What follows belongs to an exercise in optimizing a design on an open flow for small area, a short achievable clock period and few clock cycles per item; a production flow would make more cautious choices. The RTL was checked by simulation tests, not by an equivalence proof against the original design. Power is estimated from default activity; no workload was simulated.

==> design/flow/design.v <==
module wt8_tt #(parameter L = 1) (
    input  wire        clk,
    input  wire        osel,
    input  wire        dsel,
    input  wire [47:0] x,
    output wire [47:0] y
);
    reg  [48*L-1:0] d;
    wire [47:0] dout = d[48*L-1 -: 48];
    wire [47:0] din  = dsel ? dout : x;
    generate
        if (L == 1) begin : g1
            always @(posedge clk) d <= din;
        end else begin : gn
            always @(posedge clk) d <= {d[48*(L-1)-1:0], din};
        end
    endgenerate
    assign y = osel ? x : dout;
endmodule
module wt8_dl #(parameter L = 1) (
    input  wire        clk,
    input  wire        go,
    input  wire [11:0] x,
    output wire [11:0] y
);
    reg  [12*L-1:0] d;
    wire [11:0] dout = d[12*L-1 -: 12];
    wire [11:0] din  = go ? x : dout;
    generate
        if (L == 1) begin : g1
            always @(posedge clk) d <= din;
        end else begin : gn
            always @(posedge clk) d <= {d[12*(L-1)-1:0], din};
        end
    endgenerate
    assign y = dout;
endmodule
module wt8_st #(parameter B = 0, parameter I = 0) (
    input  wire        clk,
    input  wire        go,
    input  wire        xs,
    input  wire [47:0] x,
    output wire [47:0] y
);
    localparam L = 1 << I;
    function integer LA(input integer pp);
        LA = (B == 0) ? 2 * pp : pp;
    endfunction
    function integer LB(input integer pp);
        LB = LA(pp) + (1 << B);
    endfunction
    genvar p;
    generate
        for (p = 0; p < 2; p = p + 1) begin : g_pair
            wire [11:0] a  = x[12*LA(p) +: 12];
            wire [11:0] bd;
            wt8_dl #(.L(L)) u_bd (.clk(clk), .go(go), .x(x[12*LB(p) +: 12]), .y(bd));
            wire [11:0] p0 = xs ? bd : a;
            wire [11:0] p1 = xs ? a  : bd;
            wire [11:0] pd;
            wt8_dl #(.L(L)) u_pd (.clk(clk), .go(go), .x(p0), .y(pd));
            assign y[12*LA(p) +: 12] = pd;
            assign y[12*LB(p) +: 12] = p1;
        end
    endgenerate
endmodule
module wt8_pr (
    input  wire        clk,
    input  wire        go,
    input  wire [47:0] x,
    output wire [47:0] y
);
    reg [47:0] r;
    always @(posedge clk) if (go) r <= x;
    assign y = r;
endmodule
module wib_transpose8 (
    input  wire        clk,
    input  wire        rst,         
    input  wire        in_valid,
    output wire        in_ready,
    input  wire [63:0] in_data,
    output wire        out_valid,
    input  wire        out_ready,
    output wire [63:0] out_data,
    output wire        out_last     
);
    localparam LAT = 224;             
    localparam WIN = 112;             
    function is_adc(input [4:0] w);
        is_adc = (w >= 5'd4 && w <= 5'd15) || (w >= 5'd18);
    endfunction
    function tt_sel(input [7:0] lt, input integer i, input integer j);
        tt_sel = lt[i] & ~lt[j];
    endfunction
    function tau_bit(input [7:0] lt, input integer i);
        tau_bit = lt[i];
    endfunction
    reg  [4:0]  wcnt;                     
    reg         adc_cur, adc_nxt;         
    reg         in_ready_r;
    reg  [63:0] ifq [0:3-1];
    reg  [1:0]  ifq_wp, ifq_rp;
    reg  [3:1]  fq;                    
    wire in_fire = in_valid & in_ready_r;
    wire take    = in_fire & adc_cur;
    wire push    = take;
    wire [4:0] wcnt_n  = in_fire ? ((wcnt == 5'd29) ? 5'd0 : wcnt + 5'd1) : wcnt;
    wire [4:0] wcnt_n1 = (wcnt_n == 5'd29) ? 5'd0 : wcnt_n + 5'd1;
    wire adc_n   = in_fire ? adc_nxt : adc_cur;
    assign in_ready = in_ready_r;
    reg  [7:0] tau;                       
    reg        started;                   
    reg        real_cur, real_prev;       
    reg        go;                        
    reg  [7-1:0] hold;                 
    reg        in_win;                    
    reg        lat_c, lat_x;              
    reg        np_c, np_x;                
    reg        last_c;                    
    reg  [2:1]  ob;                       
    reg  [48:0] ob0, ob1;                 
    reg  [48:0] outr;                     
    wire fifo_ne  = fq[1];
    wire real_eff = started ? real_cur : fifo_ne;
    wire out_real = lat_c ? real_eff : real_prev;
    wire pop      = go & real_eff & np_c;
    wire opush    = go & out_real;
    wire opop     = ob[1] & out_ready;
    wire       wrap        = go & last_c;
    wire       started_n   = go ? ~last_c : started;
    wire       real_cur_n  = (go & ~last_c) ? real_eff : real_cur;
    wire       real_prev_n = wrap ? real_eff : real_prev;
    wire       f_up        = push & ~pop;
    wire       f_dn        = pop & ~push;
    wire [3:1] fq_n     = f_up ? {fq[3-1:1], 1'b1} : (f_dn ? {1'b0, fq[3:2]} : fq);
    wire       o_up        = opush & ~opop;
    wire       o_dn        = opop & ~opush;
    wire [2:1] ob_n        = o_up ? {ob[1], 1'b1} : (o_dn ? {1'b0, ob[2]} : ob);
    wire       lat_n       = go ? lat_x : lat_c;
    wire       np_n        = go ? np_x : np_c;
    wire       fifo_ne_n   = fq_n[1];
    wire       real_eff_n  = started_n ? real_cur_n : fifo_ne_n;
    wire       idle_n      = ~started_n & ~fifo_ne_n & ~real_prev_n;
    wire       out_real_n  = lat_n ? real_eff_n : real_prev_n;
    wire       ob_room_p   = ~ob[1] | out_ready | (~ob[2] & ~opush);   
    wire       cond_n      = ~idle_n & (~real_eff_n | ~np_n | fifo_ne_n)
                                     & (~out_real_n | ob_room_p);
    wire       go_n        = ~in_win & cond_n;
    wire [7-1:0] hold_n = in_win ? hold - 1'b1 : ((cond_n | idle_n) ? 0 : WIN);
    wire       pop_n       = go_n & real_eff_n & np_n;
    wire       in_ready_n  = ~adc_n | pop_n | ~fq_n[3];
    wire [7:0] tau1   = tau + 8'd1;
    wire [7:0] tau2   = tau + 8'd2;
    wire [7:0] tau_n  = rst ? 8'd0 : (go ? tau1 : tau);
    reg  [47:0] resid;
    wire [63:0] head = ifq[ifq_rp];
    reg  [47:0] vin;
    always @(*) begin
        case (tau[1:0])
            2'd0:    vin = head[47:0];
            2'd1:    vin = {head[31:0], resid[15:0]};
            2'd2:    vin = {head[15:0], resid[31:0]};
            default: vin = resid;
        endcase
    end
    always @(posedge clk) begin
        if (pop) begin
            case (tau[1:0])
                2'd0:    resid <= {32'd0, head[63:48]};
                2'd1:    resid <= {16'd0, head[63:32]};
                default: resid <= head[63:16];
            endcase
        end
    end
    reg t0_o, t0_x;
    wire t0_on = rst ? tt_sel(8'd0 - 8'd0, 5, 2) : (go ? t0_x : t0_o);
    reg t1_o, t1_x;
    wire t1_on = rst ? tt_sel(8'd0 - 8'd28, 2, 1) : (go ? t1_x : t1_o);
    reg t2_o, t2_x;
    wire t2_on = rst ? tt_sel(8'd0 - 8'd30, 6, 3) : (go ? t2_x : t2_o);
    reg t3_o, t3_x;
    wire t3_on = rst ? tt_sel(8'd0 - 8'd86, 3, 2) : (go ? t3_x : t3_o);
    reg t5_o, t5_x;
    wire t5_on = rst ? tt_sel(8'd0 - 8'd91, 7, 4) : (go ? t5_x : t5_o);
    reg t6_o, t6_x;
    wire t6_on = rst ? tt_sel(8'd0 - 8'd203, 4, 3) : (go ? t6_x : t6_o);
    reg t7_o, t7_x;
    wire t7_on = rst ? tt_sel(8'd0 - 8'd211, 3, 0) : (go ? t7_x : t7_o);
    reg u8_o, u8_x;
    reg u9_o, u9_x;
    always @(posedge clk) begin
        t0_o <= t0_on;
        t0_x <= rst ? tt_sel(8'd1 - 8'd0, 5, 2) : (go ? tt_sel(tau2 - 8'd0, 5, 2) : t0_x);
        t1_o <= t1_on;
        t1_x <= rst ? tt_sel(8'd1 - 8'd28, 2, 1) : (go ? tt_sel(tau2 - 8'd28, 2, 1) : t1_x);
        t2_o <= t2_on;
        t2_x <= rst ? tt_sel(8'd1 - 8'd30, 6, 3) : (go ? tt_sel(tau2 - 8'd30, 6, 3) : t2_x);
        t3_o <= t3_on;
        t3_x <= rst ? tt_sel(8'd1 - 8'd86, 3, 2) : (go ? tt_sel(tau2 - 8'd86, 3, 2) : t3_x);
        t5_o <= t5_on;
        t5_x <= rst ? tt_sel(8'd1 - 8'd91, 7, 4) : (go ? tt_sel(tau2 - 8'd91, 7, 4) : t5_x);
        t6_o <= t6_on;
        t6_x <= rst ? tt_sel(8'd1 - 8'd203, 4, 3) : (go ? tt_sel(tau2 - 8'd203, 4, 3) : t6_x);
        t7_o <= t7_on;
        t7_x <= rst ? tt_sel(8'd1 - 8'd211, 3, 0) : (go ? tt_sel(tau2 - 8'd211, 3, 0) : t7_x);
        u8_o <= rst ? tau_bit(8'd0 - 8'd218, 2) : (go ? u8_x : u8_o);
        u8_x <= rst ? tau_bit(8'd1 - 8'd218, 2) : (go ? tau_bit(tau2 - 8'd218, 2) : u8_x);
        u9_o <= rst ? tau_bit(8'd0 - 8'd222, 1) : (go ? u9_x : u9_o);
        u9_x <= rst ? tau_bit(8'd1 - 8'd222, 1) : (go ? tau_bit(tau2 - 8'd222, 1) : u9_x);
    end
    wire [47:0] s [0:10];
    assign s[0] = vin;
    wt8_tt #(.L(28)) t0 (.clk(clk), .osel(t0_o), .dsel(t0_o | ~go), .x(s[0]), .y(s[1]));
    wt8_tt #(.L(2)) t1 (.clk(clk), .osel(t1_o), .dsel(t1_o | ~go), .x(s[1]), .y(s[2]));
    wt8_tt #(.L(56)) t2 (.clk(clk), .osel(t2_o), .dsel(t2_o | ~go), .x(s[2]), .y(s[3]));
    wt8_tt #(.L(4)) t3 (.clk(clk), .osel(t3_o), .dsel(t3_o | ~go), .x(s[3]), .y(s[4]));
    wt8_pr p4 (.clk(clk), .go(go), .x(s[4]), .y(s[5]));
    wt8_tt #(.L(112)) t5 (.clk(clk), .osel(t5_o), .dsel(t5_o | ~go), .x(s[5]), .y(s[6]));
    wt8_tt #(.L(8)) t6 (.clk(clk), .osel(t6_o), .dsel(t6_o | ~go), .x(s[6]), .y(s[7]));
    wt8_tt #(.L(7)) t7 (.clk(clk), .osel(t7_o), .dsel(t7_o | ~go), .x(s[7]), .y(s[8]));
    wt8_st #(.B(1), .I(2)) u8 (.clk(clk), .go(go), .xs(u8_o), .x(s[8]), .y(s[9]));
    wt8_st #(.B(0), .I(1)) u9 (.clk(clk), .go(go), .xs(u9_o), .x(s[9]), .y(s[10]));
    wire [7:0] oslot = tau - LAT;
    always @(posedge clk) begin
        if (push) ifq[ifq_wp] <= in_data;
    end
    always @(posedge clk) begin
        if (rst) begin
            wcnt       <= 5'd0;
            adc_cur    <= 1'b0;
            adc_nxt    <= 1'b0;
            in_ready_r <= 1'b1;
            ifq_wp     <= 2'd0;
            ifq_rp     <= 2'd0;
            fq         <= 0;
            tau        <= 8'd0;
            started    <= 1'b0;
            real_cur   <= 1'b0;
            real_prev  <= 1'b0;
            go         <= 1'b0;
            hold       <= 0;
            in_win     <= 1'b0;
            ob         <= 2'd0;
        end else begin
            wcnt       <= wcnt_n;
            adc_cur    <= adc_n;
            if (in_fire) adc_nxt <= is_adc(wcnt_n1);
            in_ready_r <= in_ready_n;
            if (push) ifq_wp <= (ifq_wp == 3 - 1) ? 2'd0 : ifq_wp + 2'd1;
            if (pop)  ifq_rp <= (ifq_rp == 3 - 1) ? 2'd0 : ifq_rp + 2'd1;
            fq         <= fq_n;
            tau        <= tau_n;
            started    <= started_n;
            real_cur   <= real_cur_n;
            real_prev  <= real_prev_n;
            go         <= go_n;
            hold       <= hold_n;
            in_win     <= in_win ? (hold > 2) : ~(cond_n | idle_n);
            ob         <= ob_n;
        end
        lat_c  <= rst ? 1'b0 : (go ? lat_x : lat_c);
        lat_x  <= rst ? 1'b0 : (go ? ((tau2 >= LAT) && (tau1 != 8'd255)) : lat_x);
        np_c   <= rst ? 1'b1 : (go ? np_x : np_c);
        np_x   <= rst ? 1'b1 : (go ? (tau2[1:0] != 2'd3) : np_x);
        last_c <= rst ? 1'b0 : (go ? (tau1 == 8'd255) : last_c);
    end
    wire [48:0] oword = {oslot == 8'd255, s[10]};
    wire ow0 = opush & (~ob[1] | (~ob[2] & opop));
    wire ow1 = opush & (ob[2] ? opop : (ob[1] & ~opop));
    wire        hchg     = ow0 | opop;
    wire [48:0] head_new = ow0 ? oword : ob1;
    always @(posedge clk) begin
        if (ow0)       ob0 <= oword;
        else if (opop) ob0 <= ob1;
        outr <= hchg ? head_new : ob0;
        if (ow1)       ob1 <= oword;
    end
    assign out_valid = ob[1];
    assign out_last  = outr[48];
    assign out_data  = {4'h0, outr[47:36], 4'h0, outr[35:24], 4'h0, outr[23:12], 4'h0, outr[11:0]};
endmodule
==> design/flow/flow/run.sh <==
#!/bin/bash
# Standard ORFS layout with two changes: port buffers use buf_2 instead of the
# default pick, and clock-tree sinks are clustered into larger groups.
set -euo pipefail
export BUFFER_PORTS_ARGS="-buffer_cell sky130_fd_sc_hd__buf_2"
export CTS_ARGS="-sink_clustering_enable -repair_clock_nets -sink_clustering_size 20 -sink_clustering_max_diameter 45 -sink_buffer_max_cap_derate 1.0 -distance_between_buffers 100 -root_buf sky130_fd_sc_hd__clkbuf_16 -tree_buf sky130_fd_sc_hd__clkbuf_16 -buf_list {sky130_fd_sc_hd__clkbuf_8 sky130_fd_sc_hd__clkbuf_16}"
export SETUP_SLACK_MARGIN=5.6
bash standard.sh > standard.log 2>&1
==> design/flow/standard.sh <==
#!/bin/bash
# synth_recipe.tcl (not shown) runs the flow's synth.tcl, then flattens the netlist and writes it again
# the make line also repeats each setting of config.mk as NAME=value (left out here)
make -C /OpenROAD-flow-scripts/flow DESIGN_CONFIG=/design/flow/config.mk WORK_HOME=/design/flow/orfs CLKGATE_MAP_FILE= SYNTH_SCRIPT=/design/flow/synth_recipe.tcl "${@:-finish}"
==> design/flow/config.mk <==
export PLATFORM = sky130hd
export DESIGN_NAME = wib_transpose8
export DESIGN_NICKNAME = wib_transpose8
export VERILOG_FILES = /design/flow/design.v
export SDC_FILE = /design/flow/constraint.sdc
export NUM_CORES = 8
export LEC_CHECK = 0
export CAP_MARGIN = 20
export CORE_MARGIN = 2
export CORE_UTILIZATION = 55
export PLACE_DENSITY = 0.65
export SLEW_MARGIN = 20
==> design/flow/constraint.sdc <==
create_clock -name core_clock -period 8.5 [get_ports {clk}]
set_input_delay 1.7000 -clock core_clock [delete_from_list [all_inputs] [get_ports {clk}]]
set_output_delay 1.7000 -clock core_clock [all_outputs]
set_load 0.01 [all_outputs]
==> flow_metrics.tcl, run 1 <==
set metrics [dict create \
    post_route_skew_ns 0.0507 \
    routed_wirelength_mm 324 \
    final-setup-viol-count 0 \
    first_pass_grt_wire_length_mm 503 \
    result_of_the_run "timing/DRC/antenna clean" \
    syn_avg_cell_area_sq_um 17.6 \
    finalHoldViolCount 0 \
    post_synth_instance_area_sq_um 244000 \
    vias_per_cell 4.35 \
    ys.warnings.count 11 \
    yosys_register_bits 11200 \
    tritoncts "built" \
    die_height_um 670 \
    num_rows 244 \
    postRouteAntennaNets 0 \
    worst_ep_arrival_time_ns 1.77 \
    timing.fmax_mhz 288 \
    clk-insertion-delay-late_ns 1.27 \
    power.density_nw_per_um2 323 \
    drt_pre_antenna_iters 8 \
    floorplan.core_area_sq_um 442000 \
    path_cells "buf_12" \
    grt.met2_usage_pct 19.2 \
    critical_path.startpoint_type "flip-flop" \
    path_class "reg2out" \
    hp-class "reg2reg" \
    tritoncts_buffers 748 \
    final_design_area_no_fill_sq_um 268000 \
    setup_total_negative_slack_ns 0 \
    crit_fanout 2 \
    chipWidth_um 670 \
    final.period_utilization_pct 40.8 \
    via_count 90600 \
    synth_sequential_area_ratio_pct 93.4 \
    clkTransAtPathRegs_ns 0.11 \
    number_of_antenna_violations_at_the_first_check_in_global_routing 54 \
    numClockSinks 11200 \
    maxCapViolCount 0 \
    most-common-layout-cells "10800 x dfxtp_1, 719 x clkbuf_8, 386 x o21ai_0, 386 x edfxtp_1, 381 x nand2_1" \
    cts.root.buffer_cell "clkbuf_16" \
    globalRouteMet3Util_pct 3.14 \
    dominantRegCellSynth "dfxtp_1" \
    start_util_pct 55.3 \
    cpMaxStageDelayCell "dfxtp_4" \
    synth_async_sr_flop_share_pct 0 \
    ctsHoldBuffers 0 \
    ir_worst_vdd_uv 226 \
    report.power.total_uw 86600 \
    grt_pass1_vias 88000 \
    synth-edff-count 386 \
    grtUsageMet1_pct 22.6 \
    place.gp.congestion 0.753 \
    hold_ws_ns 0.297 \
    leakage_uw 0.107 \
    worst-endpoint-required_ns 6.80 \
    timing.critical_path.max_delay_family "flip-flops" \
    global_route.usage.total_pct 14.2 \
    layout.nets 14600 \
    finalMaxSlewViolations 0 \
    gr-total-overflow 0 \
    htree_num_levels 6 \
    layout-area-overhead-vs-synth_pct 9.87 \
    slowest_delay_ns 0.38 \
    nature_of_the_critical_path_endpoint "output pin" \
    first_iter_violations 5314 \
    drive_above_1_share_pct 10.9 \
    port_buffers 118 \
    timing.critical_path.buf_inv 1 \
    slew_headroom_pct 27.3 \
    post_dp_cell_area_sq_um 252000 \
    die_area_sq_um 450000 \
    postSynthCellCount 13900 \
    grt_start_max_net_pins 109 \
    ys_types 64 \
    drc 0 \
    clock_tree.buffer_depth 8 \
    grt.busiest_layer "met1" \
    layout_commonest_cell "dfxtp_1" \
    hpwlAfterDp_mm 183 \
    finalCriticalPeriod_ns 3.47 \
    routedWlPerCell_um 15.5 \
    io-pin-count 135 \
    unrepaired_setup_endpoints_after_global_routing "true" \
    tightest_pin_transition_ns 1.09 \
]
## metal layers
| layer | wire length, um | share of wire [%] |
|---|---|---|
| met5 | 344 | 0.11 |
| met4 | 8860 | 2.7 |
| met3 | 16100 | 5.0 |
| met2 | 123000 | 38 |
| met1 | 175000 | 54 |
## sequential cells by signal, summed over array words and instances, names as in the netlist, 192 cells and up, named ones only
register / flops
t5.d: 5376
t2.d: 2688
t0.d: 1344
t6.d: 384
t7.d: 336
ifq: 192
t3.d: 192
## layout make-up
class,count,area (sq um)
antenna,17,42.5
clock buffer,834,12800
clock inverter,298,3070
fill,32500,174000
inverter,44,176
multi-input combinational,2359,15200
sequential,11200,228000
tap,5904,7390
timing repair buffer,176,1530
## timing repair
item,CTS,global route
cloned,0,2
endpoints found under the setup margin,494,148
pin swaps,4,2
gates resized for setup,165,20
buffers inserted,12,3
## worst paths after layout
path / startpoint / endpoint / slack [ns] / cells past startpoint
min: t5.d[1418] / t5.d[1466] / 0.30 / 0
min reg2reg: t5.d[1418] / t5.d[1466] / 0.30 / 0
max reg2reg: flip-flop / p4.r[41] / 5.67 / 7
max: in_ready_r / in_ready / 5.03 / 1
## power by group
part / internal (uW) / total, uW / switching [uW]
logic: 797 / 1960 / 1160
registers: 56200 / 57500 / 1330
clock network: 11500 / 27200 / 15700
## kinds of logic after synthesis
group	share of synthesized area [%]
multiplexers	1.71
AO/OA/AOI/OAI	2.45
buffers and inverters	0.562
other	0.00153
adder cells (fa/ha/maj)	0.0819
AND/OR/NAND/NOR	1.74
flip-flops	93.4
XOR/XNOR	0.0860
## stage by stage
stage	utilization [%]	cells	worst slack, ns
after floorplan	-	13900	4.55
after global placement	56.9	19700	4.12
after detailed placement	56.9	19700	4.06
after CTS	60.7	20800	4.96
after global routing	60.7	20800	4.96
final	60.7	20800	5.03
## cells in the mapped netlist (all sizes together) (8+ instances only)
| library cell | n | area share, % |
|---|---|---|
| a2111o | 8 | 0.037 |
| ha | 16 | 0.082 |
| a221o | 8 | 0.033 |
| xor2 | 11 | 0.039 |
| o221a | 12 | 0.055 |
| inv | 44 | 0.068 |
| nand4b | 8 | 0.029 |
| a211oi | 27 | 0.085 |
| o311ai | 9 | 0.032 |
| xnor2 | 13 | 0.047 |
| a22o | 10 | 0.036 |
| or3 | 33 | 0.085 |
| clkbuf | 183 | 0.28 |
| a21oi | 276 | 0.57 |
| mux2 | 246 | 1.1 |
| o211a | 17 | 0.070 |
| nand2b | 69 | 0.18 |
| o211ai | 34 | 0.10 |
| buf | 98 | 0.21 |
| and3 | 14 | 0.036 |
| o21a | 41 | 0.13 |
| edfxtp | 386 | 4.7 |
| mux2i | 140 | 0.57 |
| o21ai | 391 | 0.80 |
| nand2 | 383 | 0.59 |
| a32oi | 8 | 0.029 |
| and2 | 51 | 0.13 |
| nor3 | 10 | 0.020 |
| nand3 | 27 | 0.055 |
| o22ai | 49 | 0.13 |
| nor2b | 103 | 0.26 |
| dfxtp | 10800 | 89 |
| a32o | 8 | 0.033 |
| a21o | 59 | 0.18 |
| a211o | 9 | 0.032 |
| nor2 | 199 | 0.31 |
| a31oi | 19 | 0.049 |
Testbench counts, summed over its fixed seeds: cycles 18,224, blocks 64.
==> inputs of run 2 (changes only) <==
==> design/flow/flow/run.sh (replaced) <==
#!/bin/bash
# Standard ORFS layout with two changes: port buffers use buf_2 instead of the
# default pick, and clock-tree sinks are clustered into larger groups.
set -euo pipefail
export BUFFER_PORTS_ARGS="-buffer_cell sky130_fd_sc_hd__buf_2"
export CTS_ARGS="-sink_clustering_enable -repair_clock_nets -sink_clustering_size 20 -sink_clustering_max_diameter 45 -sink_buffer_max_cap_derate 1.0 -balance_levels -root_buf sky130_fd_sc_hd__clkbuf_16 -tree_buf sky130_fd_sc_hd__clkbuf_16 -buf_list {sky130_fd_sc_hd__clkbuf_8 sky130_fd_sc_hd__clkbuf_16}"
export SETUP_SLACK_MARGIN=5.6
bash standard.sh > standard.log 2>&1
==> flow_metrics.tcl, run 2 <==
set metrics [dict create \
    result_of_the_run "timing/DRC/antenna clean" \
    htree_num_levels 6 \
    most-common-layout-cells "10800 x dfxtp_1, 714 x clkbuf_8, 386 x o21ai_0, 386 x edfxtp_1, 381 x nand2_1" \
    postRouteAntennaNets 0 \
    finalMaxSlewViolations 0 \
    drive_above_1_share_pct 10.8 \
    slew_headroom_pct 27.6 \
    via_count 90400 \
    synth_sequential_area_ratio_pct 93.4 \
    final-setup-viol-count 0 \
    report.power.total_uw 86200 \
    routed_wirelength_mm 323 \
    numClockSinks 11200 \
    p_sw_share_pct 21.1 \
    yosys-top-cells-area "dfxtp_1 89%, edfxtp_1 4.7%, mux2_2 1.1%" \
    largest_reg_flops 5376 \
    share_comb_of_total_power_pct 2.3 \
    r2r.worst_path.cells 8 \
    dominantRegCellSynth "dfxtp_1" \
    global_route.usage.total_pct 14.1 \
    power.share.clock_pct 31.0 \
    timing.critical_path.max_delay_family "flip-flops" \
    clock_tree.buffer_depth 4 \
    net-switching-power_uw 18200 \
    unrepaired_setup_endpoints_after_global_routing "true" \
    vias_per_cell 4.34 \
    setup_total_negative_slack_ns 0 \
    crit-reg2reg-capture "p4.r[14]" \
    ys_types 64 \
    hp-class "reg2reg" \
    timing.critical_path.buf_inv 1 \
    slowest_delay_ns 0.39 \
    layout_commonest_cell "dfxtp_1" \
    power_report.internal_total_uw 68000 \
    yosys_register_bits 11200 \
    die_area_sq_um 450000 \
    r2r_slack_ns 5.61 \
    io-pin-count 135 \
    holdPathStages 0 \
    post_route_skew_ns 0.0494 \
    timing.critical_path.from "outr[16]" \
    num_rows 244 \
    crit_fanout 1 \
    routedWlPerCell_um 15.5 \
    post_synth_instance_area_sq_um 244000 \
    yosysTopAreaCellShare_pct 88.6 \
    tritoncts "built" \
    synth_top_cell_by_area "dfxtp_1" \
    grt_pass1_vias 87600 \
    clk-insertion-delay-late_ns 1.02 \
    top_regs "t5.d: 5376 flops, t2.d: 2688 flops, t0.d: 1344 flops" \
    synth_async_sr_flop_share_pct 0 \
    tightest_pin_transition_ns 1.09 \
    critical_path.startpoint_type "flip-flop" \
    drc 0 \
    grt_start_max_net_pins 109 \
    hold_start "t5.d[1418]" \
    start_util_pct 55.3 \
    hpwlAfterDp_mm 183 \
    first_iter_violations 5430 \
    post-synth-top-count-cell "dfxtp_1" \
    critical_path.reg2reg.startpoint "tau[1]" \
    worst-endpoint-required_ns 6.80 \
    finalCriticalPeriod_ns 3.26 \
    number_of_antenna_violations_at_the_first_check_in_global_routing 71 \
    power.density_nw_per_um2 322 \
    cpMaxStageDelayCell "dfxtp_2" \
    layout-area-overhead-vs-synth_pct 9.72 \
    nature_of_the_critical_path_endpoint "output pin" \
    registers.top_by_ff_count "t5.d" \
    tritoncts_buffers 718 \
    cts.root.buffer_cell "clkbuf_16" \
    synth-edff-count 386 \
    synth_commonest_cells "10800 x dfxtp_1, 388 x o21ai_0, 386 x edfxtp_1, 383 x nand2_1, 276 x a21oi_1" \
    path_class "reg2out" \
    ys.warnings.count 11 \
    worst_ep_arrival_time_ns 1.56 \
    ir_worst_vdd_uv 226 \
    postSynthCellCount 13900 \
    floorplan.core_area_sq_um 442000 \
    port_buffers 118 \
    path_cells "buf_6" \
    syn_avg_cell_area_sq_um 17.6 \
    gr-total-overflow 0 \
    maxCapViolCount 0 \
    ctsHoldBuffers 0 \
    final.period_utilization_pct 38.4 \
    die_height_um 670 \
    layout.nets 14600 \
    seq_power_share_pct 66.7 \
    hold_ws_ns 0.295 \
    min_delay_worst_endpoint "t5.d[1466]" \
    timing.fmax_mhz 307 \
    place.gp.congestion 0.753 \
    chipWidth_um 670 \
    leakage_uw 0.106 \
    drt_pre_antenna_iters 6 \
    clkTransAtPathRegs_ns 0.11 \
    finalHoldViolCount 0 \
    first_pass_grt_wire_length_mm 499 \
]
-- run 2: cell counts after synthesis --
No cell type changed its count.
-- run 2: how the worst max path moves through the flow --
stage / endpoint / slack, ns / depth (start not counted)
after floorplan: ifq[1][0] / 4.55 / 2
after global placement: outr[8] / 4.12 / 7
after detailed placement: outr[3] / 4.06 / 7
after CTS: in_ready / 5.12 / 1
after global routing: out_data[7] / 5.15 / 1
final: out_data[20] / 5.24 / 1
-- run 2: cell type report --
type | instances | area [sq um]
clock inverter | 313 | 3230
tap | 5904 | 7390
fill | 32500 | 174000
inverter | 44 | 176
timing repair buffer | 175 | 1490
sequential | 11200 | 228000
clock buffer | 811 | 12300
multi-input combinational | 2359 | 15200
antenna | 24 | 60.1
-- run 2: logic make-up (layout without fill, tap and decap cells) --
logic type	after synthesis	after routing	share of synthesized area [%]
buffers and inverters	325	1343	0.562
xor gates and xnor gates	24	24	0.0860
AOI/OAI and AO/OA	1002	1002	2.45
other	1	40	0.00153
muxes	386	386	1.71
DFF	11200	11200	93.4
and+or+nand+nor	914	915	1.74
adders and majority gates	16	16	0.0819
-- run 2: routing by layer --
metal | vias to the layer above | part of all wire [%] | global-route usage, %
li1 | 45500 | - | -
met1 | 42400 | 53 | 22.0
met2 | 1686 | 38 | 18.9
met3 | 757 | 6.7 | 3.83
met4 | 74 | 3.1 | 4.94
met5 | - | 0.14 | 0
-- run 2: per-stage QoR --
step / utilization, % / instance area [sq um] / cells / setup WS, ns
2_1_floorplan: - / 245000 / 13900 / 4.55
3_3_place_gp: 56.9 / 252000 / 19700 / 4.12
3_5_place_dp: 56.9 / 252000 / 19700 / 4.06
4_1_cts: 60.6 / 268000 / 20800 / 5.12
5_1_grt: 60.6 / 268000 / 20800 / 5.15
6_report: 60.6 / 268000 / 20800 / 5.24
-- run 2: what timing repair did --
| action | CTS | global route |
|---|---|---|
| setup buffers | 13 | 2 |
| pin swaps | 4 | 2 |
| cloned | 0 | 1 |
| endpoints found under the setup margin | 490 | 134 |
| resized for setup | 166 | 21 |
-- run 2: worst register-to-register path: stages, from the launching register on --
cell     delay (ns)
dfxtp_2        0.49
inv_1          0.20
ha_2           0.24
buf_4          0.32
or3_4          0.63
nand2_1        0.15
nand3_1        0.15
a21oi_1        0.29
o21ai_0        0.14
-- run 2: power by group through the flow --
stage / sequential (uW) / clock (uW) / combinational [uW]
after global placement: 58600 / 0 / 1880
after floorplan: 58000 / 0 / 1380
after detailed placement: 58700 / 0 / 1910
after global routing: 57900 / 29700 / 2150
final: 57500 / 26700 / 1950
after CTS: 57600 / 27700 / 1950
==> inputs of run 3 (changes only) <==
==> design/flow/flow/run.sh (replaced) <==
#!/bin/bash
# Standard ORFS layout with two changes: port buffers use buf_2 instead of the
# default pick, and clock-tree sinks are clustered into larger groups.
set -euo pipefail
export BUFFER_PORTS_ARGS="-buffer_cell sky130_fd_sc_hd__buf_2"
export CTS_ARGS="-sink_clustering_enable -repair_clock_nets -sink_clustering_size 20 -sink_clustering_max_diameter 45 -sink_buffer_max_cap_derate 1.0 -root_buf sky130_fd_sc_hd__clkbuf_16 -tree_buf sky130_fd_sc_hd__clkbuf_16 -buf_list {sky130_fd_sc_hd__clkbuf_8 sky130_fd_sc_hd__clkbuf_16}"
export SETUP_SLACK_MARGIN=5.6
bash standard.sh > standard.log 2>&1
--- a/design/flow/config.mk
+++ b/design/flow/config.mk
@@ -7,6 +7,6 @@
 export LEC_CHECK = 0
 export CAP_MARGIN = 20
 export CORE_MARGIN = 2
-export CORE_UTILIZATION = 55
-export PLACE_DENSITY = 0.65
+export CORE_UTILIZATION = 60
+export PLACE_DENSITY = 0.72
 export SLEW_MARGIN = 20
==> flow_metrics.tcl, run 3 <==
set metrics [dict create \
    hpwlAfterDp_mm 184 \
    net-switching-power_uw 18100 \
    yosysTopAreaCellShare_pct 88.6 \
    ctsHoldBuffers 0 \
    slew_headroom_pct 29.3 \
    clock_tree.buffer_depth 4 \
    synth_async_sr_flop_share_pct 0 \
    num_rows 234 \
    power_report.internal_total_uw 67900 \
    first_pass_grt_wire_length_mm 506 \
    global_route.usage.total_pct 15.6 \
    first_iter_violations 5736 \
    vias_per_cell 4.46 \
    tightest_pin_transition_ns 1.06 \
    r2r.worst_path.cells 6 \
    grt_pass1_vias 89600 \
    result_of_the_run "timing/DRC/antenna clean" \
    registers.top_by_ff_count "t5.d" \
    layout_commonest_cell "dfxtp_1" \
    place_inst 19200 \
    drc 0 \
    grt_start_max_net_pins 104 \
    timing.fmax_mhz 307 \
    worst-endpoint-required_ns 6.80 \
    slowest_delay_ns 0.40 \
    path_depth 1 \
    synth_sequential_area_ratio_pct 93.4 \
    numClockSinks 11200 \
    postRouteAntennaNets 0 \
    worst_ep_arrival_time_ns 1.56 \
    finalCriticalPeriod_ns 3.26 \
    drive_above_1_share_pct 10.5 \
    ys.warnings.count 11 \
    cts.root.buffer_cell "clkbuf_16" \
    syn_avg_cell_area_sq_um 17.6 \
    post_synth_instance_area_sq_um 244000 \
    gr-total-overflow 0 \
    setup_total_negative_slack_ns 0 \
    finalMaxSlewViolations 0 \
    post-synth-top-count-cell "dfxtp_1" \
    cpMaxStageDelayCell "dfxtp_4" \
    power.density_nw_per_um2 322 \
    chipWidth_um 642 \
    nature_of_the_critical_path_endpoint "output pin" \
    hp-class "reg2reg" \
    tritoncts_buffers 705 \
    power.share.clock_pct 30.7 \
    dominantRegCellSynth "dfxtp_1" \
    place.gp.congestion 0.775 \
    synth_top_cell_by_area "dfxtp_1" \
    ir_worst_vdd_uv 261 \
    routed_wirelength_mm 327 \
    clk-insertion-delay-late_ns 1.05 \
    yosys-top-cells-area "dfxtp_1 89%, edfxtp_1 4.7%, mux2_2 1.1%" \
    report.power.total_uw 85900 \
    tritoncts "built" \
    maxCapViolCount 0 \
    start_util_pct 60.2 \
    seq_power_share_pct 66.9 \
    crit_fanout 2 \
    number_of_antenna_violations_at_the_first_check_in_global_routing 49 \
    via_count 90700 \
    post_layout_nonfiller_instances 20300 \
    most-common-layout-cells "10800 x dfxtp_1, 694 x clkbuf_8, 386 x o21ai_0, 386 x edfxtp_1, 380 x nand2_1" \
    synth_commonest_cells "10800 x dfxtp_1, 388 x o21ai_0, 386 x edfxtp_1, 383 x nand2_1, 276 x a21oi_1" \
    share_comb_of_total_power_pct 2.3 \
    die_area_sq_um 412000 \
    critical_path.startpoint_type "flip-flop" \
    leakage_uw 0.106 \
    path_cells "buf_8" \
    p_sw_share_pct 21.0 \
    finalHoldViolCount 0 \
    path_class "reg2out" \
    floorplan.core_area_sq_um 406000 \
    htree_num_levels 6 \
    holdPathStages 0 \
    routedWlPerCell_um 16.1 \
    synth-edff-count 386 \
    io-pin-count 135 \
    timing.critical_path.from "in_ready_r" \
    yosys_register_bits 11200 \
    postSynthCellCount 13900 \
    ys_types 64 \
    unrepaired_setup_endpoints_after_global_routing "true" \
    timing.critical_path.max_delay_family "flip-flops" \
    layout.core_utilization_pct 65.8 \
    post_route_skew_ns 0.0404 \
    final.period_utilization_pct 38.3 \
    largest_reg_flops 5376 \
    top_regs "t5.d: 5376 flops, t2.d: 2688 flops, t0.d: 1344 flops" \
    clkTransAtPathRegs_ns 0.11 \
    die_height_um 642 \
    hold_start "t0.d[1221]" \
    timing.critical_path.buf_inv 1 \
    port_buffers 118 \
    final-setup-viol-count 0 \
    drt_pre_antenna_iters 6 \
    layout-area-overhead-vs-synth_pct 9.30 \
    layout.nets 14600 \
]
-- run 3: cell count changes in the layout (fill, tap and decap cells not counted), sizes merged --
cell,before,now
bufbuf,0,1
inv,198,207
clkinv,102,71
nand2,383,384
diode,24,25
clkinvlp,28,27
buf,175,174
and2,51,52
bufinv,29,36
clkbuf,811,785
-- run 3: worst paths after layout --
path,end,slack (ns)
hold / removal,t0.d[1269],0.30
setup reg to reg,p4.r[40],5.69
hold reg to reg,t0.d[1269],0.30
setup / recovery,in_ready,5.24
-- run 3: layout make-up --
| cell class | count | area (sq um) |
|---|---|---|
| flip-flops and latches | 11200 | 228000 |
| fillers | 27100 | 139000 |
| multi-input cells | 2361 | 15300 |
| clock buffers | 785 | 11800 |
| well taps | 5428 | 6790 |
| clock inverters | 297 | 3160 |
| repair buffers | 175 | 1500 |
| inverters | 44 | 181 |
| diodes | 25 | 62.6 |
-- run 3: per-layer routing --
layer | routed length, um | vias to the layer above | track usage [%] | part of all wire (%)
met4 | 8300 | 62 | 4.87 | 2.5
met3 | 20400 | 705 | 3.74 | 6.2
li1 | - | 45400 | - | -
met2 | 128000 | 1630 | 21.7 | 39
met1 | 169000 | 42900 | 24.1 | 52
met5 | 385 | - | 0 | 0.12
-- run 3: stage by stage --
step	area, sq um	hold WS, ns	setup WS (ns)
floorplan	245000	0.310	4.55
finish	267000	0.304	5.24
global placement	251000	0.310	3.60
CTS	267000	0.293	5.10
detailed placement	251000	0.312	3.49
global route	267000	0.304	5.16
-- run 3: cell families after synthesis --
group / count (synthesis) / share of synthesized area [%]
compound gates: 1002 / 2.45
xor+xnor: 24 / 0.0860
fa+ha+maj: 16 / 0.0819
buf+inv: 325 / 0.562
flops: 11200 / 93.4
mux: 386 / 1.71
other cells: 1 / 0.00153
simple gates: 914 / 1.74
-- run 3: timing repair --
action | CTS | global route
resized for setup | 138 | 30
setup buffers | 15 | 2
pin swaps | 4 | 3
endpoints found under the setup margin | 631 | 144
cloned | 2 | 2
-- run 3: power groups by stage --
stage          sequential, uW  clock [uW]  combinational, uW
2_1_floorplan           58000           0               1380
3_3_place_gp            58600           0               1880
3_5_place_dp            58700           0               1940
4_1_cts                 57500       27300               2000
5_1_grt                 57800       29200               2200
6_report                57500       26400               2020
==> inputs of run 4 (changes only) <==
--- a/design/flow/config.mk
+++ b/design/flow/config.mk
@@ -7,6 +7,6 @@
 export LEC_CHECK = 0
 export CAP_MARGIN = 20
 export CORE_MARGIN = 2
-export CORE_UTILIZATION = 60
-export PLACE_DENSITY = 0.72
+export CORE_UTILIZATION = 55
+export PLACE_DENSITY = 0.65
 export SLEW_MARGIN = 20
==> flow_metrics.tcl, run 4 <==
set metrics [dict create \
    yosys-top-cells-area "dfxtp_1 89%, edfxtp_1 4.7%, mux2_2 1.1%" \
    tritoncts "built" \
    routedWlPerCell_um 15.5 \
    unrepaired_setup_endpoints_after_global_routing "true" \
    largest_reg_flops 5376 \
    numClockSinks 11200 \
    path_class "reg2out" \
    dominantRegCellSynth "dfxtp_1" \
    die_height_um 670 \
    via_count 90400 \
    ys_types 64 \
    most-common-layout-cells "10800 x dfxtp_1, 714 x clkbuf_8, 386 x o21ai_0, 386 x edfxtp_1, 381 x nand2_1" \
    power.density_nw_per_um2 322 \
    finalMaxSlewViolations 0 \
    crit-reg2reg-capture "p4.r[14]" \
    hold_ws_ns 0.295 \
    place.gp.congestion 0.753 \
    final-setup-viol-count 0 \
    report.power.total_uw 86200 \
    layout.nets 14600 \
    timing.critical_path.buf_inv 1 \
    ctsHoldBuffers 0 \
    finalHoldViolCount 0 \
    synth_compound_gate_area_share_pct 2.45 \
    grt_pass1_vias 87600 \
    synth_commonest_cells "10800 x dfxtp_1, 388 x o21ai_0, 386 x edfxtp_1, 383 x nand2_1, 276 x a21oi_1" \
    post_synth_instance_area_sq_um 244000 \
    final.period_utilization_pct 38.4 \
    layout-area-overhead-vs-synth_pct 9.72 \
    post_route_skew_ns 0.0494 \
    leakage_uw 0.106 \
    hpwlAfterDp_mm 183 \
    path_depth 1 \
    largest_family_of_logic_cells_by_synthesized_area "compound AO/OA/AOI/OAI gates" \
    clk-insertion-delay-late_ns 1.02 \
    timing.fmax_mhz 307 \
    number_of_antenna_violations_at_the_first_check_in_global_routing 71 \
    top_regs "t5.d: 5376 flops, t2.d: 2688 flops, t0.d: 1344 flops" \
    path_cells "buf_6" \
    synth_async_sr_flop_share_pct 0 \
    maxCapViolCount 0 \
    postRouteAntennaNets 0 \
    postSynthCellCount 13900 \
    hp-class "reg2reg" \
    slew_headroom_pct 27.6 \
    synth_top_cell_by_area "dfxtp_1" \
    r2r.worst_path.cells 8 \
    yosysTopAreaCellShare_pct 88.6 \
    setup_total_negative_slack_ns 0 \
    floorplan.core_area_sq_um 442000 \
    worst_ep_arrival_time_ns 1.56 \
    share_of_synthesized_area_spent_on_multiplexers_pct 1.71 \
    syn_avg_cell_area_sq_um 17.6 \
    yosys_register_bits 11200 \
    finalCriticalPeriod_ns 3.26 \
    routed_wirelength_mm 323 \
    grt_start_max_net_pins 109 \
    io-pin-count 135 \
    first_iter_violations 5430 \
    chipWidth_um 670 \
    tightest_pin_transition_ns 1.09 \
    nature_of_the_critical_path_endpoint "output pin" \
    registers.top_by_ff_count "t5.d" \
    holdPathStages 0 \
    layout_commonest_cell "dfxtp_1" \
    critical_path.reg2reg.startpoint "tau[1]" \
    result_of_the_run "timing/DRC/antenna clean" \
    clkTransAtPathRegs_ns 0.11 \
    crit_fanout 1 \
    num_rows 244 \
    die_area_sq_um 450000 \
    drc 0 \
    drive_above_1_share_pct 10.8 \
    gr-total-overflow 0 \
    timing.critical_path.max_delay_family "flip-flops" \
    vias_per_cell 4.34 \
    area_share_of_fa_ha_maj_cells_after_synthesis_pct 0.0819 \
    r2r_slack_ns 5.61 \
    ys.warnings.count 11 \
    global_route.usage.total_pct 14.1 \
    worst-endpoint-required_ns 6.80 \
    first_pass_grt_wire_length_mm 499 \
    min_delay_worst_endpoint "t5.d[1466]" \
    drt_pre_antenna_iters 6 \
    simple_logic_cell_fraction_of_the_synthesized_area_pct 1.74 \
    synth-edff-count 386 \
    ir_worst_vdd_uv 226 \
    hold_start "t5.d[1418]" \
    critical_path.startpoint_type "flip-flop" \
    synth_sequential_area_ratio_pct 93.4 \
    tritoncts_buffers 718 \
    synth_xor_xnor_area_share_pct 0.0860 \
    start_util_pct 55.3 \
    port_buffers 118 \
    cts.root.buffer_cell "clkbuf_16" \
    slowest_delay_ns 0.39 \
    post-synth-top-count-cell "dfxtp_1" \
    cpMaxStageDelayCell "dfxtp_2" \
    clock_tree.buffer_depth 4 \
    htree_num_levels 6 \
]
[run 4: cell types whose count changed in the layout (fill, tap and decap cells not counted), moves of 3 or more]
| cell | delta |
|---|---|
| buf_2 | -3 |
| buf_6 | +4 |
| bufinv_16 | -7 |
| clkbuf_16 | +6 |
| clkbuf_8 | +20 |
| clkinv_2 | +6 |
| clkinv_4 | +13 |
| clkinv_8 | +10 |
| dfxtp_1 | -3 |
| dfxtp_4 | +3 |
| inv_1 | -15 |
| inv_6 | +20 |
| inv_8 | -12 |
[run 4: cell families (layout without fill, tap and decap cells)]
family                     Yosys count  after routing
AOI/OAI and AO/OA                 1002           1002
DFF                              11200          11200
and+or+nand+nor                    914            915
muxes                              386            386
buffers and inverters              325           1343
xor gates and xnor gates            24             24
other                                1             40
adders and majority gates           16             16
[run 4: layer usage]
metal	up-vias	global-route usage [%]	share of wire (%)
met5	-	0	0.14
li1	45500	-	-
met4	74	4.94	3.1
met3	757	3.83	6.7
met1	42400	22.0	53
met2	1686	18.9	38
[run 4: where the power goes]
group / internal [uW] / total, uW / switching (uW)
Clock: 11000 / 26700 / 15700
Combinational: 796 / 1950 / 1160
Sequential: 56200 / 57500 / 1340
Total: 68000 / 86200 / 18200
[run 4: area by class of cell]
type / count / area, sq um
Timing Repair Buffer: 175 / 1490
Clock buffer: 811 / 12300
Inverter: 44 / 176
Sequential cell: 11200 / 228000
Clock inverter: 313 / 3230
Antenna cell: 24 / 60.1
Tap cell: 5904 / 7390
Fill cell: 32500 / 174000
Multi-Input combinational cell: 2359 / 15200
[run 4: how the worst max path moves through the flow]
stage	to	slack, ns	start
5_1_grt	out_data[7]	5.15	outr[7]
3_3_place_gp	outr[8]	4.12	out_ready
6_report	out_data[20]	5.24	outr[16]
4_1_cts	in_ready	5.12	in_ready_r
3_5_place_dp	outr[3]	4.06	out_ready
2_1_floorplan	ifq[1][0]	4.55	in_valid
[run 4: per-stage QoR]
step	worst slack (ns)	instance area, sq um	cells	utilization (%)
detailed placement	4.06	252000	19700	56.9
CTS	5.12	268000	20800	60.6
global placement	4.12	252000	19700	56.9
global route	5.15	268000	20800	60.6
finish	5.24	268000	20800	60.6
floorplan	4.55	245000	13900	-
[run 4: what timing repair did]
item | CTS | global route
endpoints found under the setup margin | 490 | 134
pin swaps | 4 | 2
resized for setup | 166 | 21
cloned | 0 | 1
buffers inserted | 13 | 2
hold endpoints to repair | 0 | 0
==> inputs of run 5 (changes only) <==
--- a/design/flow/flow/run.sh
+++ b/design/flow/flow/run.sh
@@ -4,5 +4,5 @@
 set -euo pipefail
 export BUFFER_PORTS_ARGS="-buffer_cell sky130_fd_sc_hd__buf_2"
 export CTS_ARGS="-sink_clustering_enable -repair_clock_nets -sink_clustering_size 20 -sink_clustering_max_diameter 45 -sink_buffer_max_cap_derate 1.0 -root_buf sky130_fd_sc_hd__clkbuf_16 -tree_buf sky130_fd_sc_hd__clkbuf_16 -buf_list {sky130_fd_sc_hd__clkbuf_8 sky130_fd_sc_hd__clkbuf_16}"
-export SETUP_SLACK_MARGIN=5.6
+export SETUP_SLACK_MARGIN=6.0
 bash standard.sh > standard.log 2>&1
==> flow_metrics.tcl, run 5 <==
set metrics [dict create \
    synth_commonest_cells "10800 x dfxtp_1, 388 x o21ai_0, 386 x edfxtp_1, 383 x nand2_1, 276 x a21oi_1" \
    ys.warnings.count 11 \
    yosys-top-cells-area "dfxtp_1 89%, edfxtp_1 4.7%, mux2_2 1.1%" \
    routed_wirelength_mm 324 \
    io-pin-count 135 \
    start_util_pct 55.3 \
    unrepaired_setup_endpoints_after_global_routing "true" \
    finalHoldViolCount 0 \
    routedWlPerCell_um 15.5 \
    timing.critical_path.max_delay_family "flip-flops" \
    leakage_uw 0.107 \
    yosysTopAreaCellShare_pct 88.6 \
    vias_per_cell 4.35 \
    synth-edff-count 386 \
    most-common-layout-cells "10700 x dfxtp_1, 715 x clkbuf_8, 386 x edfxtp_1" \
    final-setup-viol-count 0 \
    layout-area-overhead-vs-synth_pct 10.6 \
    grt_pass1_vias 88900 \
    finalMaxSlewViolations 0 \
    crit_fanout 2 \
    first_pass_grt_wire_length_mm 504 \
    dominantRegCellSynth "dfxtp_1" \
    layout_commonest_cell "dfxtp_1" \
    clkTransAtPathRegs_ns 0.12 \
    global_route.usage.total_pct 14.1 \
    layout.nets 14700 \
    ir_worst_vdd_uv 259 \
    area_of_combinational_cells_with_multiple_inputs_sq_um 16000 \
    path_cells "buf_6" \
    setup_total_negative_slack_ns 0 \
    final.period_utilization_pct 38.1 \
    number_of_antenna_violations_at_the_first_check_in_global_routing 51 \
    worst_ep_arrival_time_ns 1.54 \
    slew_headroom_pct 17.5 \
    nature_of_the_critical_path_endpoint "output pin" \
    timing.critical_path.buf_inv 1 \
    power.density_nw_per_um2 320 \
    synth_top_cell_by_area "dfxtp_1" \
    drc 0 \
    maxCapViolCount 0 \
    synth_async_sr_flop_share_pct 0 \
    cpMaxStageDelayCell "dfxtp_4" \
    ys_types 64 \
    cts.root.buffer_cell "clkbuf_16" \
    htree_num_levels 6 \
    clock_tree.buffer_depth 4 \
    port_buffers 118 \
    hpwlAfterDp_mm 181 \
    finalCriticalPeriod_ns 3.24 \
    place.gp.congestion 0.755 \
    registers.top_by_ff_count "t5.d" \
    postSynthCellCount 13900 \
    first_iter_violations 5219 \
    drt_pre_antenna_iters 6 \
    floorplan.core_area_sq_um 442000 \
    tightest_pin_transition_ns 1.24 \
    slowest_delay_ns 0.38 \
    path_class "reg2out" \
    worst-endpoint-required_ns 6.80 \
    post_route_skew_ns 0.0357 \
    numClockSinks 11200 \
    post_synth_instance_area_sq_um 244000 \
    place_inst 19700 \
    result_of_the_run "timing/DRC/antenna clean" \
    grt_start_max_net_pins 97 \
    tritoncts "built" \
    post-synth-top-count-cell "dfxtp_1" \
    syn_avg_cell_area_sq_um 17.6 \
    die_area_sq_um 450000 \
    via_count 91100 \
    synth_sequential_area_ratio_pct 93.4 \
    gr-total-overflow 0 \
    critical_path.startpoint_type "flip-flop" \
    timing.fmax_mhz 309 \
    register_area_sq_um 228000 \
    ctsHoldBuffers 0 \
    num_rows 244 \
    tritoncts_buffers 721 \
    clk-insertion-delay-late_ns 1.03 \
    die_height_um 670 \
    hp-class "reg2reg" \
    top_regs "t5.d: 5376 flops, t2.d: 2688 flops, t0.d: 1344 flops" \
    chipWidth_um 670 \
    drive_above_1_share_pct 12.0 \
    yosys_register_bits 11200 \
    fillCellCount 32000 \
    largest_reg_flops 5376 \
    postRouteAntennaNets 0 \
    report.power.total_uw 86500 \
    post_layout_nonfiller_instances 20900 \
]
[run 5: cell count changes in the layout (fill, tap and decap cells not counted), moves of 14 or more]
cell / previous run / this run
buf_6: 57 / 71
o21ai_0: 386 / 369
mux2_4: 31 / 64
buf_4: 40 / 77
a21oi_1: 271 / 225
clkinv_2: 39 / 64
mux2_2: 215 / 182
a21oi_2: 5 / 50
[run 5: per-stage QoR]
| stage | hold WS [ns] | instance area (sq um) | utilization, % | worst slack (ns) |
|---|---|---|---|---|
| after floorplan | 0.310 | 245000 | - | 4.55 |
| after global placement | 0.310 | 252000 | 57.0 | 3.94 |
| after detailed placement | 0.312 | 252000 | 57.0 | 3.89 |
| after CTS | 0.301 | 269000 | 60.9 | 5.14 |
| after global routing | 0.307 | 270000 | 61.1 | 5.18 |
| final | 0.309 | 270000 | 61.1 | 5.26 |
[run 5: cell type report]
class | instances | share of cell area, %
inverters | 44 | 0.0681
repair buffers | 255 | 0.957
flip-flops and latches | 11200 | 84.5
well taps | 5904 | 2.73
clock inverters | 339 | 1.26
multi-input cells | 2363 | 5.94
diodes | 25 | 0.0232
clock buffers | 810 | 4.52
[run 5: cell families (layout without fill, tap and decap cells)]
group	Yosys count	after routing	share of synthesized area, %
and+or+nand+nor	914	919	1.74
other	1	41	0.00153
AOI/OAI and AO/OA	1002	1002	2.45
buffers and inverters	325	1448	0.562
muxes	386	386	1.71
DFF	11200	11200	93.4
xor gates and xnor gates	24	24	0.0860
adders and majority gates	16	16	0.0819
[run 5: per-layer routing]
| layer | up-vias | wire length (um) | track usage, % |
|---|---|---|---|
| met5 | - | 340 | 0 |
| met3 | 707 | 17700 | 3.08 |
| met2 | 1526 | 122000 | 19.0 |
| li1 | 45700 | - | - |
| met4 | 54 | 8710 | 4.54 |
| met1 | 43100 | 175000 | 22.6 |
[run 5: worst paths after layout]
kind	slack (ns)	start	endpoint	cells after the start
worst min-delay path	0.31	t2.d[1479]	t2.d[1527]	0
worst max register to register	5.89	flip-flop	p4.r[40]	9
worst min register to register	0.31	t2.d[1479]	t2.d[1527]	0
worst max-delay path	5.26	ob[1]	out_valid	1
[run 5: power breakdown]
part	total [uW]	leakage [uW]	internal [uW]	switching, uW
sequential	57500	0.0911	56200	1280
combinational	2170	0.00806	902	1270
clock	26900	0.00819	11200	15700
[run 5: what timing repair did]
item                       4_1_cts  5_1_grt
cloned                           6        8
pin swaps                       27       68
setup endpoints to repair      709      451
setup buffers                   42       45
resized for setup              241      129
hold endpoints to repair         0        0
==> inputs of run 6 (changes only) <==
==> design/flow/flow/run.sh (replaced) <==
#!/bin/bash
# The standard ORFS layout (standard.sh, standard synthesis unchanged)
# with these changes:
#  - port buffers are buf_2 cells (the default pick is a slow delay cell);
#  - timing repair aims for 5.6 ns of setup slack.
# The make output goes to standard.log; ORFS keeps each step's log under
# orfs/logs/.
set -euo pipefail
export BUFFER_PORTS_ARGS="-buffer_cell sky130_fd_sc_hd__buf_2"
export CTS_ARGS="-sink_clustering_enable -repair_clock_nets -sink_clustering_size 20 -sink_clustering_max_diameter 45 -sink_buffer_max_cap_derate 1.0 -root_buf sky130_fd_sc_hd__clkbuf_16 -tree_buf sky130_fd_sc_hd__clkbuf_16 -buf_list {sky130_fd_sc_hd__clkbuf_8 sky130_fd_sc_hd__clkbuf_16}"
export SETUP_SLACK_MARGIN=5.35
bash standard.sh > standard.log 2>&1
--- a/design/flow/config.mk
+++ b/design/flow/config.mk
@@ -7,6 +7,6 @@
 export LEC_CHECK = 0
 export CAP_MARGIN = 20
 export CORE_MARGIN = 2
-export CORE_UTILIZATION = 55
-export PLACE_DENSITY = 0.65
+export CORE_UTILIZATION = 60
+export PLACE_DENSITY = 0.72
 export SLEW_MARGIN = 20
==> flow_metrics.tcl, run 6 <==
set metrics [dict create \
    grt_start_max_net_pins 148 \
    drt_pre_antenna_iters 6 \
    port_buffers 118 \
    clkTransAtPathRegs_ns 0.11 \
    share_of_synthesized_area_spent_on_multiplexers_pct 1.71 \
    postRouteAntennaNets 0 \
    drc 0 \
    die_area_sq_um 412000 \
    timing.fmax_mhz 306 \
    final_design_area_no_fill_sq_um 266000 \
    path_cells "buf_6" \
    ir_worst_vdd_uv 317 \
    clk-insertion-delay-late_ns 1.04 \
    yosys-top-cells-area "dfxtp_1 89%, edfxtp_1 4.7%, mux2_2 1.1%" \
    synth_commonest_cells "10800 x dfxtp_1, 388 x o21ai_0, 386 x edfxtp_1, 383 x nand2_1, 276 x a21oi_1" \
    dominantRegCellSynth "dfxtp_1" \
    numClockSinks 11200 \
    top_regs "t5.d: 5376 flops, t2.d: 2688 flops, t0.d: 1344 flops" \
    slowest_delay_ns 0.41 \
    fillCellCount 27100 \
    maxCapViolCount 0 \
    path_class "reg2out" \
    clock_tree.buffer_depth 4 \
    chipWidth_um 642 \
    ys_types 64 \
    nature_of_the_critical_path_endpoint "output pin" \
    simple_logic_cell_fraction_of_the_synthesized_area_pct 1.74 \
    slew_headroom_pct 23.0 \
    layout_commonest_cell "dfxtp_1" \
    start_util_pct 60.2 \
    post_dp_cell_area_sq_um 251000 \
    first_pass_grt_wire_length_mm 500 \
    finalCriticalPeriod_ns 3.27 \
    crit_fanout 2 \
    layout.nets 14600 \
    synth_compound_gate_area_share_pct 2.45 \
    hp-class "reg2reg" \
    tightest_pin_transition_ns 1.15 \
    largest_reg_flops 5376 \
    global_route.usage.total_pct 15.4 \
    synth_async_sr_flop_share_pct 0 \
    finalMaxSlewViolations 0 \
    hpwlAfterDp_mm 182 \
    report.power.total_uw 85500 \
    routed_wirelength_mm 324 \
    synth_xor_xnor_area_share_pct 0.0860 \
    tritoncts_buffers 706 \
    drive_above_1_share_pct 10.5 \
    number_of_antenna_violations_at_the_first_check_in_global_routing 57 \
    r2r.worst_path.cells 7 \
    vias_per_cell 4.45 \
    worst_ep_arrival_time_ns 1.57 \
    leakage_uw 0.106 \
    worst-endpoint-required_ns 6.80 \
    htree_num_levels 6 \
    final.period_utilization_pct 38.5 \
    tritoncts "built" \
    gr-total-overflow 0 \
    critical_path.startpoint_type "flip-flop" \
    timing.critical_path.max_delay_family "flip-flops" \
    io-pin-count 135 \
    postSynthCellCount 13900 \
    yosys_register_bits 11200 \
    first_iter_violations 5548 \
    most-common-layout-cells "10800 x dfxtp_1, 688 x clkbuf_8, 388 x o21ai_0" \
    synth-edff-count 386 \
    area_share_of_fa_ha_maj_cells_after_synthesis_pct 0.0819 \
    setup_total_negative_slack_ns 0 \
    place.gp.congestion 0.762 \
    post_route_skew_ns 0.0429 \
    cpMaxStageDelayCell "dfxtp_4" \
    ys.warnings.count 11 \
    layout.core_utilization_pct 65.6 \
    largest_family_of_logic_cells_by_synthesized_area "compound AO/OA/AOI/OAI gates" \
    registers.top_by_ff_count "t5.d" \
    ctsHoldBuffers 0 \
    via_count 90300 \
    synth_top_cell_by_area "dfxtp_1" \
    post_synth_instance_area_sq_um 244000 \
    grt_pass1_vias 88500 \
    timing.critical_path.buf_inv 1 \
    register_area_sq_um 228000 \
    layout-area-overhead-vs-synth_pct 9.03 \
    area_of_combinational_cells_with_multiple_inputs_sq_um 15100 \
    finalHoldViolCount 0 \
    num_rows 234 \
    holdPathStages 0 \
    synth_sequential_area_ratio_pct 93.4 \
    syn_avg_cell_area_sq_um 17.6 \
    routedWlPerCell_um 15.9 \
    path_depth 1 \
    unrepaired_setup_endpoints_after_global_routing "true" \
    cts.root.buffer_cell "clkbuf_16" \
    post-synth-top-count-cell "dfxtp_1" \
    final-setup-viol-count 0 \
    yosysTopAreaCellShare_pct 88.6 \
    die_height_um 642 \
    result_of_the_run "timing/DRC/antenna clean" \
    floorplan.core_area_sq_um 406000 \
    power.density_nw_per_um2 321 \
]
[run 6: timing repair]
action	CTS	global route
pin swaps	5	3
hold endpoints to repair	0	0
setup buffers	10	6
gates cloned	2	1
endpoints found under the setup margin	365	180
gates resized for setup	151	14
[run 6: area by class of cell]
cell class	count	share of cell area, %
Antenna cell	12	0.0113
Clock buffer	773	4.35
Clock inverter	307	1.15
Inverter	44	0.0634
Multi-Input combinational cell	2361	5.67
Sequential cell	11200	85.7
Tap cell	5428	2.55
Timing Repair Buffer	170	0.523
[run 6: logic make-up after synthesis]
logic type	Yosys count
AO/OA/AOI/OAI	1002
multiplexers	386
other	1
AND/OR/NAND/NOR	914
buffers and inverters	325
XOR/XNOR	24
flip-flops	11200
adder cells (fa/ha/maj)	16
[run 6: path summary, 6_finish.rpt]
path                                  from        to  slack (ns)
worst max-delay path            in_ready_r  in_ready        5.23
worst min-delay path              t1.d[32]  t1.d[80]        0.30
worst max register to register   flip-flop  p4.r[39]        5.43
worst min register to register    t1.d[32]  t1.d[80]        0.30
[run 6: metrics by stage]
step	worst slack (ns)	std cells	hold slack, ns
after floorplan	4.55	13900	0.310
after global placement	3.94	19200	0.310
after detailed placement	3.93	19200	0.312
after global routing	5.16	20300	0.296
final	5.23	20300	0.302
after CTS	5.11	20300	0.301
[run 6: routing by layer]
metal / share of wire (%) / track usage, % / wire [um] / vias up
met4: 2.6 / 4.81 / 8500 / 72
met1: 53 / 24.4 / 172000 / 42500
li1: - / - / - / 45400
met3: 5.6 / 3.54 / 18100 / 714
met5: 0.14 / 0 / 459 / -
met2: 38 / 20.8 / 124000 / 1656
[run 6: power breakdown]
group          internal [uW]  switching (uW)  leakage, uW
registers              56200            1350       0.0911
clock network          10500           15600      0.00766
logic                    791            1150      0.00709
total                  67500           18100        0.106
==> inputs of run 7 (changes only) <==
--- a/design/flow/flow/run.sh
+++ b/design/flow/flow/run.sh
@@ -8,5 +8,5 @@
 set -euo pipefail
 export BUFFER_PORTS_ARGS="-buffer_cell sky130_fd_sc_hd__buf_2"
 export CTS_ARGS="-sink_clustering_enable -repair_clock_nets -sink_clustering_size 20 -sink_clustering_max_diameter 45 -sink_buffer_max_cap_derate 1.0 -root_buf sky130_fd_sc_hd__clkbuf_16 -tree_buf sky130_fd_sc_hd__clkbuf_16 -buf_list {sky130_fd_sc_hd__clkbuf_8 sky130_fd_sc_hd__clkbuf_16}"
-export SETUP_SLACK_MARGIN=5.35
+export SETUP_SLACK_MARGIN=5.45
 bash standard.sh > standard.log 2>&1
==> flow_metrics.tcl, run 7 <==
set metrics [dict create \
    post_dp_cell_area_sq_um 251000 \
    p_sw_share_pct 21.1 \
    synth_sequential_area_ratio_pct 93.4 \
    post_route_skew_ns 0.0521 \
    numClockSinks 11200 \
    synth_commonest_cells "10800 x dfxtp_1, 388 x o21ai_0, 386 x edfxtp_1, 383 x nand2_1, 276 x a21oi_1" \
    gr-total-overflow 0 \
    place.gp.congestion 0.764 \
    finalMaxSlewViolations 0 \
    post_synth_instance_area_sq_um 244000 \
    largest_reg_flops 5376 \
    share_comb_of_total_power_pct 2.3 \
    placement.setup.worst_slack_ns 3.91 \
    yosysTopAreaCellShare_pct 88.6 \
    tightest_pin_transition_ns 1.07 \
    drive_above_1_share_pct 10.4 \
    htree_num_levels 6 \
    top_regs "t5.d: 5376 flops, t2.d: 2688 flops, t0.d: 1344 flops" \
    global_route.usage.total_pct 15.4 \
    synth-edff-count 386 \
    drt_pre_antenna_iters 7 \
    timing.fmax_mhz 306 \
    power_report.internal_total_uw 67400 \
    first_pass_grt_wire_length_mm 502 \
    net-switching-power_uw 18000 \
    slew_headroom_pct 28.5 \
    layout-area-overhead-vs-synth_pct 9.01 \
    clkTransAtPathRegs_ns 0.11 \
    yosys-top-cells-area "dfxtp_1 89%, edfxtp_1 4.7%, mux2_2 1.1%" \
    die_height_um 642 \
    grt_start_max_net_pins 97 \
    chipWidth_um 642 \
    place_inst 19200 \
    worst-endpoint-required_ns 6.80 \
    syn_avg_cell_area_sq_um 17.6 \
    first_iter_violations 5617 \
    power.share.clock_pct 30.4 \
    hold_ws_ns 0.298 \
    routed_wirelength_mm 322 \
    io-pin-count 135 \
    dominantRegCellSynth "dfxtp_1" \
    synth_top_cell_by_area "dfxtp_1" \
    clock_tree.buffer_depth 4 \
    registers.top_by_ff_count "t5.d" \
    final-setup-viol-count 0 \
    setup_total_negative_slack_ns 0 \
    postSynthCellCount 13900 \
    vias_per_cell 4.46 \
    post_layout_nonfiller_instances 20300 \
    post-synth-top-count-cell "dfxtp_1" \
    slowest_delay_ns 0.39 \
    final.setup.worst_slack_ns 5.24 \
    worst_ep_arrival_time_ns 1.56 \
    layout_commonest_cell "dfxtp_1" \
    ir_worst_vdd_uv 233 \
    path_class "reg2out" \
    critical_path.startpoint_type "flip-flop" \
    routedWlPerCell_um 15.9 \
    tritoncts_buffers 707 \
    most-common-layout-cells "10800 x dfxtp_1, 695 x clkbuf_8, 387 x o21ai_0" \
    synth_async_sr_flop_share_pct 0 \
    floorplan.core_area_sq_um 406000 \
    via_count 90500 \
    timing.critical_path.buf_inv 1 \
    crit_fanout 2 \
    seq_power_share_pct 67.3 \
    leakage_uw 0.106 \
    clk-insertion-delay-late_ns 1.06 \
    port_buffers 118 \
    cts.root.buffer_cell "clkbuf_16" \
    maxCapViolCount 0 \
    result_of_the_run "timing/DRC/antenna clean" \
    final_design_area_no_fill_sq_um 266000 \
    drc 0 \
    num_rows 234 \
    power.density_nw_per_um2 321 \
    postRouteAntennaNets 0 \
    unrepaired_setup_endpoints_after_global_routing "true" \
    tritoncts "built" \
    ys.warnings.count 11 \
    path_cells "buf_8" \
    finalHoldViolCount 0 \
    die_area_sq_um 412000 \
    layout.nets 14600 \
    ys_types 64 \
    hp-class "reg2reg" \
    nature_of_the_critical_path_endpoint "output pin" \
    start_util_pct 60.2 \
    final.period_utilization_pct 38.4 \
    number_of_antenna_violations_at_the_first_check_in_global_routing 55 \
    finalCriticalPeriod_ns 3.26 \
    grt_pass1_vias 89000 \
    timing.critical_path.max_delay_family "flip-flops" \
    hpwlAfterDp_mm 182 \
    cpMaxStageDelayCell "dfxtp_4" \
    fillCellCount 27300 \
    yosys_register_bits 11200 \
]
==> run 7: cell counts after synthesis <==
Identical to the previous run, type by type.
==> run 7: logic make-up (layout without fill, tap and decap cells) <==
group,after synthesis,count (layout),share of synthesized area (%)
compound gates,1002,1002,2.45
xor+xnor,24,24,0.0860
fa+ha+maj,16,16,0.0819
buf+inv,325,1288,0.562
flops,11200,11200,93.4
mux,386,386,1.71
other cells,1,33,0.00153
simple gates,914,915,1.74
==> run 7: cell type report <==
type | instances | area, sq um | area share, %
clock inverters | 297 | 2930 | 1.10
diodes | 17 | 42.5 | 0.0160
clock buffers | 780 | 11700 | 4.39
well taps | 5428 | 6790 | 2.55
multi-input cells | 2359 | 15100 | 5.67
repair buffers | 167 | 1390 | 0.521
inverters | 44 | 169 | 0.0634
flip-flops and latches | 11200 | 228000 | 85.7
==> run 7: what timing repair did <==
action | in CTS | in global routing
resized for setup | 147 | 14
setup endpoints to repair | 354 | 204
pin swaps | 2 | 2
hold buffers | 0 | 0
buffers inserted | 8 | 2
cloned | 1 | 0
==> run 7: path summary, 6_finish.rpt <==
kind,start,endpoint,slack [ns],cells after the start
max,in_ready_r,in_ready,5.24,1
min,t1.d[30],t1.d[78],0.30,0
max reg2reg,t6_o,ob0[43],5.55,6
min reg2reg,t1.d[30],t1.d[78],0.30,0
==> run 7: layer usage <==
metal	share of wire (%)	vias up	GRT usage, %
met4	2.4	72	4.52
met3	6.0	678	3.50
met1	52	42700	24.2
met5	0.14	-	0
met2	39	1689	21.2
li1	-	45400	-
==> run 7: stage by stage <==
step | total power, uW | util, %
2_1_floorplan | 59300 | -
3_3_place_gp | 60400 | 61.8
3_5_place_dp | 60600 | 61.8
4_1_cts | 86300 | 65.6
5_1_grt | 88700 | 65.6
6_report | 85400 | 65.6
==> run 7: power groups by stage <==
stage | combinational (uW) | sequential [uW] | clock [uW]
2_1_floorplan | 1380 | 58000 | 0
3_3_place_gp | 1860 | 58600 | 0
3_5_place_dp | 1920 | 58700 | 0
4_1_cts | 1950 | 57600 | 26800
5_1_grt | 2150 | 57900 | 28700
6_report | 1960 | 57500 | 26000

-- separate check: timing with driven ports --
Ports are ideal in the flow. The routed layouts listed here were re-timed in OpenROAD.
Step 1 (the two cells are an assumption about what drives the block):
set clk [get_ports {clk}]
set_driving_cell -lib_cell sky130_fd_sc_hd__clkbuf_16 $clk
set_driving_cell -lib_cell sky130_fd_sc_hd__buf_2 [delete_from_list [all_inputs] $clk]
Step 2, shift: input delay + t, output delay - t, t = (earliest + latest rising clock arrival at the registers) / 2. This alone moves slack from input paths to output paths.
Slacks: no drivers / after step 1 / after step 2; pairs: no drivers / after step 1.
run	shift t [ns]	setup slack, ns	hold WS [ns]	worst setup path at the end
run 1	1.341	5.033 / 4.918 / 4.549	0.297 / 0.297 / 0.297	input to register
run 2	1.123	5.240 / 5.125 / 4.571	0.295 / 0.295 / 0.295	input to register
run 3	1.131	5.243 / 5.131 / 4.618	0.304 / 0.304 / 0.304	input to register
run 4	1.123	5.240 / 5.125 / 4.571	0.295 / 0.295 / 0.295	input to register
run 5	1.126	5.263 / 5.147 / 4.724	0.309 / 0.309 / 0.309	input to register
run 6	1.127	5.232 / 5.115 / 4.390	0.302 / 0.302 / 0.302	input to register
run 7	1.134	5.236 / 5.122 / 4.488	0.298 / 0.298 / 0.298	input to register
After both steps setup and hold are still met in every run listed. The setup slack of run 6, which loses most, moves by -0.117 ns with the drivers and by -0.842 ns with both steps.
